Background: an optimization exercise with open tools, aiming at a short achievable clock period and few clock cycles per item. Do not read the settings as production practice.
The RTL was checked by simulation tests, not by an equivalence proof against the original design.
Power figures rest on the tool's default switching activity, not on a simulated workload.

==> yarrow: inputs <==
## motor_ui_core
module motor_ui_core (
    input  wire        clk,
    input  wire        rst,             
    input  wire        op_valid,
    input  wire [15:0] op_word,
    output wire        op_ready,
    output reg         done,
    output reg  [15:0] result,
    output reg         refused,
    output reg  [3:0]  col_drive,
    output reg  [13:0] duty_hb,
    output reg  [13:0] duty_boost,
    output reg  [13:0] duty_buck,
    output reg         pwm_out_en,
    output reg  [31:0] rpm,
    output reg         running,
    output reg         vth,
    output reg  [16:0] sp_volt,
    output reg  [16:0] sp_speed,
    output reg  [16:0] sp_max,
    output reg  [1:0]  cur_row,
    output reg  [2:0]  cur_col,
    output reg  [19:0] dig_buf,         
    output reg         digit_entered
);
Settings: LEC_CHECK=0, ABC_CLOCK_PERIOD_IN_PS=2500, CAP_MARGIN=20, CORE_MARGIN=2, CORE_UTILIZATION=40, SLEW_MARGIN=20; clock period 10.0 ns.
standard.sh (not shown) runs the stock make flow with config.mk's settings and CLKGATE_MAP_FILE= SYNTH_SCRIPT=/design/flow/synth_recipe.tcl, a recipe that flattens the netlist after the stock synthesis.
==> flow/flow/run.sh <==
#!/bin/bash
# The standard layout (standard.sh: the standard flow's synthesis and ORFS flow, unchanged)
# with a tighter target for the setup repair: repair_timing works on every
# path with less than SETUP_SLACK_MARGIN ns of slack at the design's clock.
set -euo pipefail
export SETUP_SLACK_MARGIN=7.0
bash standard.sh > standard.log 2>&1
==> inputs of indigo, as changes to yarrow <==
--- a/flow/design.v
+++ b/flow/design.v
@@ -32,36 +32,12 @@
     wire [RW:0]   r2 = {r, qn[QW-1]};
     wire [RW+1:0] t  = {1'b0, r2} - {2'b0, d};
     wire          c  = !t[RW+1];
     assign r_o  = c ? t[RW-1:0] : r2[RW-1:0];
     assign qn_o = {qn[QW-2:0], c};
 endmodule
-module rhu_div2c #(
-    parameter RW = 25,
-    parameter QW = 15
-) (
-    input  wire [RW:0]     a,
-    input  wire [RW-1:0]   b,
-    input  wire            c,
-    input  wire [QW-1:0]   qn,
-    input  wire [RW-1:0]   d,
-    output wire [RW:0]     a_o,
-    output wire [RW-1:0]   b_o,
-    output wire            c_o,
-    output wire [QW-1:0]   qn_o
-);
-    wire [RW:0]   sa = {a[RW-1:0], qn[QW-1]};
-    wire [RW:0]   sb = {b, qn[QW-1]};
-    wire [RW+1:0] ta = {1'b0, sa} - {2'b0, d};
-    wire [RW+1:0] tb = {1'b0, sb} - {2'b0, d};
-    wire [RW+1:0] t  = c ? tb : ta;
-    assign a_o  = c ? sb : sa;
-    assign b_o  = t[RW-1:0];
-    assign c_o  = !t[RW+1];
-    assign qn_o = {qn[QW-2:0], c};
-endmodule
 module motor_ui_core (
     input  wire        clk,
     input  wire        rst,             
     input  wire        op_valid,
     input  wire [15:0] op_word,
     output wire        op_ready,
@@ -85,14 +61,13 @@
     output reg         digit_entered
 );
     localparam [11:0] THRESH_RAW  = 12'd1229;
     localparam [13:0] DUTY_FULL   = 14'd10000;
     localparam [16:0] BATT_CV     = 17'd900;
     localparam [16:0] CEIL_CV     = 17'd2400;
-    localparam RD = 16;
-    localparam RT = 147;
+    localparam RD = 19;
     localparam [3:0] PC_START = 4'd10;    
     localparam [1:0] DV_WAIT  = 2'd2;     
     reg        in_v;
     reg [15:0] in_w;
     reg        in_spd;         
     reg        in_abv;         
@@ -183,51 +158,44 @@
         end
     end
     wire [31:0] elapsed_inc = e_sat ? elapsed : elapsed + 32'd1;
     wire        rising   = !sp_state && in_abv;
     wire        e_big    = (elapsed >= 32'd12000000);    
     wire        e_stall  = (elapsed >= 32'd1000);        
-    wire        e_table  = (elapsed < RT);
-    function [22:0] rpm_of;
-        input [7:0] k;           
-        integer     ti;
-        begin
-            rpm_of = 23'd0;
-            for (ti = 0; ti < RT; ti = ti + 1)
-                if (k == ti)
-                    rpm_of = (12000000 + (ti + 1)) / (2 * (ti + 1));
-        end
-    endfunction
-    reg  [22:0] rpm_tab;
-    wire [7:0]  tab_next = elapsed[7:0] + 8'd1;
-    wire [22:0] rpm_tab_n = rpm_of(tab_next);
+    wire        e_table  = (elapsed < RD);
+    reg [22:0] rpm_tab;
+    integer    ti;
+    always @* begin
+        rpm_tab = 23'd0;
+        for (ti = 0; ti < RD; ti = ti + 1)
+            if (elapsed[4:0] == ti)
+                rpm_tab = (12000000 + (ti + 1)) / (2 * (ti + 1));
+    end
     reg  [24:0] rp_n0, rp_d0;
-    reg  [25:0] rp_a  [1:RD];
-    reg  [24:0] rp_b  [1:RD];
-    reg         rp_c  [1:RD];
-    reg  [14:0] rp_qn [1:RD];
+    reg  [24:0] rp_r  [1:RD];
+    reg  [18:0] rp_qn [1:RD];
     reg  [24:0] rp_d  [1:RD];
-    wire [25:0] rp_a_n  [1:RD];
-    wire [24:0] rp_b_n  [1:RD];
-    wire        rp_c_n  [1:RD];
-    wire [14:0] rp_qn_n [1:RD];
-    wire [25:0] rp_t1 = {16'd0, rp_n0[24:15]} - {1'b0, rp_d0};
-    assign rp_a_n[1]  = {16'd0, rp_n0[24:15]};
-    assign rp_b_n[1]  = rp_t1[24:0];
-    assign rp_c_n[1]  = !rp_t1[25];
-    assign rp_qn_n[1] = rp_n0[14:0];
+    wire [24:0] rp_r_n  [1:RD];
+    wire [18:0] rp_qn_n [1:RD];
     genvar g;
     generate
-        for (g = 2; g <= RD; g = g + 1) begin : g_rp
-            rhu_div2c #(.RW(25), .QW(15)) u_step (
-                .a(rp_a[g-1]), .b(rp_b[g-1]), .c(rp_c[g-1]), .qn(rp_qn[g-1]), .d(rp_d[g-1]),
-                .a_o(rp_a_n[g]), .b_o(rp_b_n[g]), .c_o(rp_c_n[g]), .qn_o(rp_qn_n[g])
-            );
+        for (g = 1; g <= RD; g = g + 1) begin : g_rp
+            if (g == 1) begin : g_first
+                rhu_div2 #(.RW(25), .QW(19)) u_step (
+                    .r({19'd0, rp_n0[24:19]}), .qn(rp_n0[18:0]), .d(rp_d0),
+                    .r_o(rp_r_n[g]), .qn_o(rp_qn_n[g])
+                );
+            end else begin : g_rest
+                rhu_div2 #(.RW(25), .QW(19)) u_step (
+                    .r(rp_r[g-1]), .qn(rp_qn[g-1]), .d(rp_d[g-1]),
+                    .r_o(rp_r_n[g]), .qn_o(rp_qn_n[g])
+                );
+            end
         end
     endgenerate
-    wire [31:0] rpm_rise = e_big ? 32'd0 : e_table ? {9'd0, rpm_tab} : {16'd0, rp_qn[RD], rp_c[RD]};
+    wire [31:0] rpm_rise = e_big ? 32'd0 : e_table ? {9'd0, rpm_tab} : {13'd0, rp_qn[RD]};
     reg  [16:0] dv_hi;
     reg  [9:0]  dv_lo;
     reg  [16:0] dig_val;
     reg  [16:0] t10000;
     reg  [13:0] t1000;
     reg  [9:0]  t100;
@@ -437,32 +405,29 @@
                 end
             end
         end
     end
     always @(posedge clk) begin
         if (rst || rp_restart) begin
-            rp_n0   <= 25'd12000000 + RD + 1;
-            rp_d0   <= 2 * (RD + 1);
-            rpm_tab <= rpm_of(8'd0);
+            rp_n0 <= 25'd12000000 + RD + 1;
+            rp_d0 <= 2 * (RD + 1);
         end else if (rp_advance) begin
-            rp_n0   <= rp_n0 + 25'd1;
-            rp_d0   <= rp_d0 + 25'd2;
-            rpm_tab <= rpm_tab_n;
+            rp_n0 <= rp_n0 + 25'd1;
+            rp_d0 <= rp_d0 + 25'd2;
         end
     end
     always @(posedge clk) begin
         if (rp_advance) begin
-            rp_d[1] <= rp_d0;
-            for (t = 1; t <= RD; t = t + 1) begin
-                rp_a[t]  <= rp_a_n[t];
-                rp_b[t]  <= rp_b_n[t];
-                rp_c[t]  <= rp_c_n[t];
+            rp_r[1]  <= rp_r_n[1];
+            rp_qn[1] <= rp_qn_n[1];
+            rp_d[1]  <= rp_d0;
+            for (t = 2; t <= RD; t = t + 1) begin
+                rp_r[t]  <= rp_r_n[t];
                 rp_qn[t] <= rp_qn_n[t];
+                rp_d[t]  <= rp_d[t-1];
             end
-            for (t = 2; t <= RD; t = t + 1)
-                rp_d[t] <= rp_d[t-1];
         end
     end
     reg  [24:0] pv_1, pv_2, pv_3, pv_4, pv_hi, pv_lo;
     reg  [30:0] ps_1, ps_2, ps_3, ps_hi, ps_lo;
     reg  [12:0] pa_r;
     reg  [13:0] pa_qn;
==> notes.md <==
quantity	yarrow	indigo
Status	complete, no violations	complete, no violations
Post-CTS Setup Inserts	757	505
Total track usage	23.8%	19.3%
Ratio of cells with drive above 1 in the final layout	30.8%	25.9%
Synth top area share	44.3%	44.2%
Max_slew headroom	11.1%	18.7%
GR met2 Demand/Resource	39.2%	32.9%
Clock Sink Count	2122	2003
Logic gate share of total power	5.9%	6.0%
Core area	276000 um^2	260000 um^2
Design area	146000 um^2	134000 um^2
Wire length of the first global-routing pass	513000 um	412000 um
Worst path slowest cell	sky130_fd_sc_hd__a2111oi_4	sky130_fd_sc_hd__or4_4
Cells after DPL	13.8k	13.0k
Adder-cell area share of the yosys netlist	8.63%	9.95%
Via count of the first global-routing pass	83.1k	75.9k
Testbench counts of yarrow, summed over its fixed seeds: cycles 24,326, ops 24,000.
Testbench counts of indigo, summed over its fixed seeds: cycles 24,326, ops 24,000.

## separate check: timing with driven ports
The results above use ideal ports. As a check the final layouts listed here were re-extracted and re-timed, cells and wires unchanged.
Step 1: set_driving_cell puts a clkbuf_16 on clk and a buf_2 on each other input, an assumption about the parent block.
Step 2 also shifts input and output timing later by t, the mid clock arrival at the registers, as if the neighbouring blocks saw the same clock.
Slacks: no drivers / after step 1 / after step 2; pairs: no drivers / after step 1.
run	t (ns)	slack for setup (ns)	hold WS [ns]	worst setup path at the end	worst data-port slew with drivers (ns)
yarrow	0.978	6.465 / 6.427 / 6.081	0.325 / 0.325 / 0.325	input to register	0.06
indigo	0.924	6.544 / 6.494 / 6.171	0.326 / 0.326 / 0.326	input to register	0.09
After both steps every run listed still meets setup and hold. The setup slack of yarrow, which loses most, moves by -0.038 ns with the drivers and by -0.384 ns with both steps.
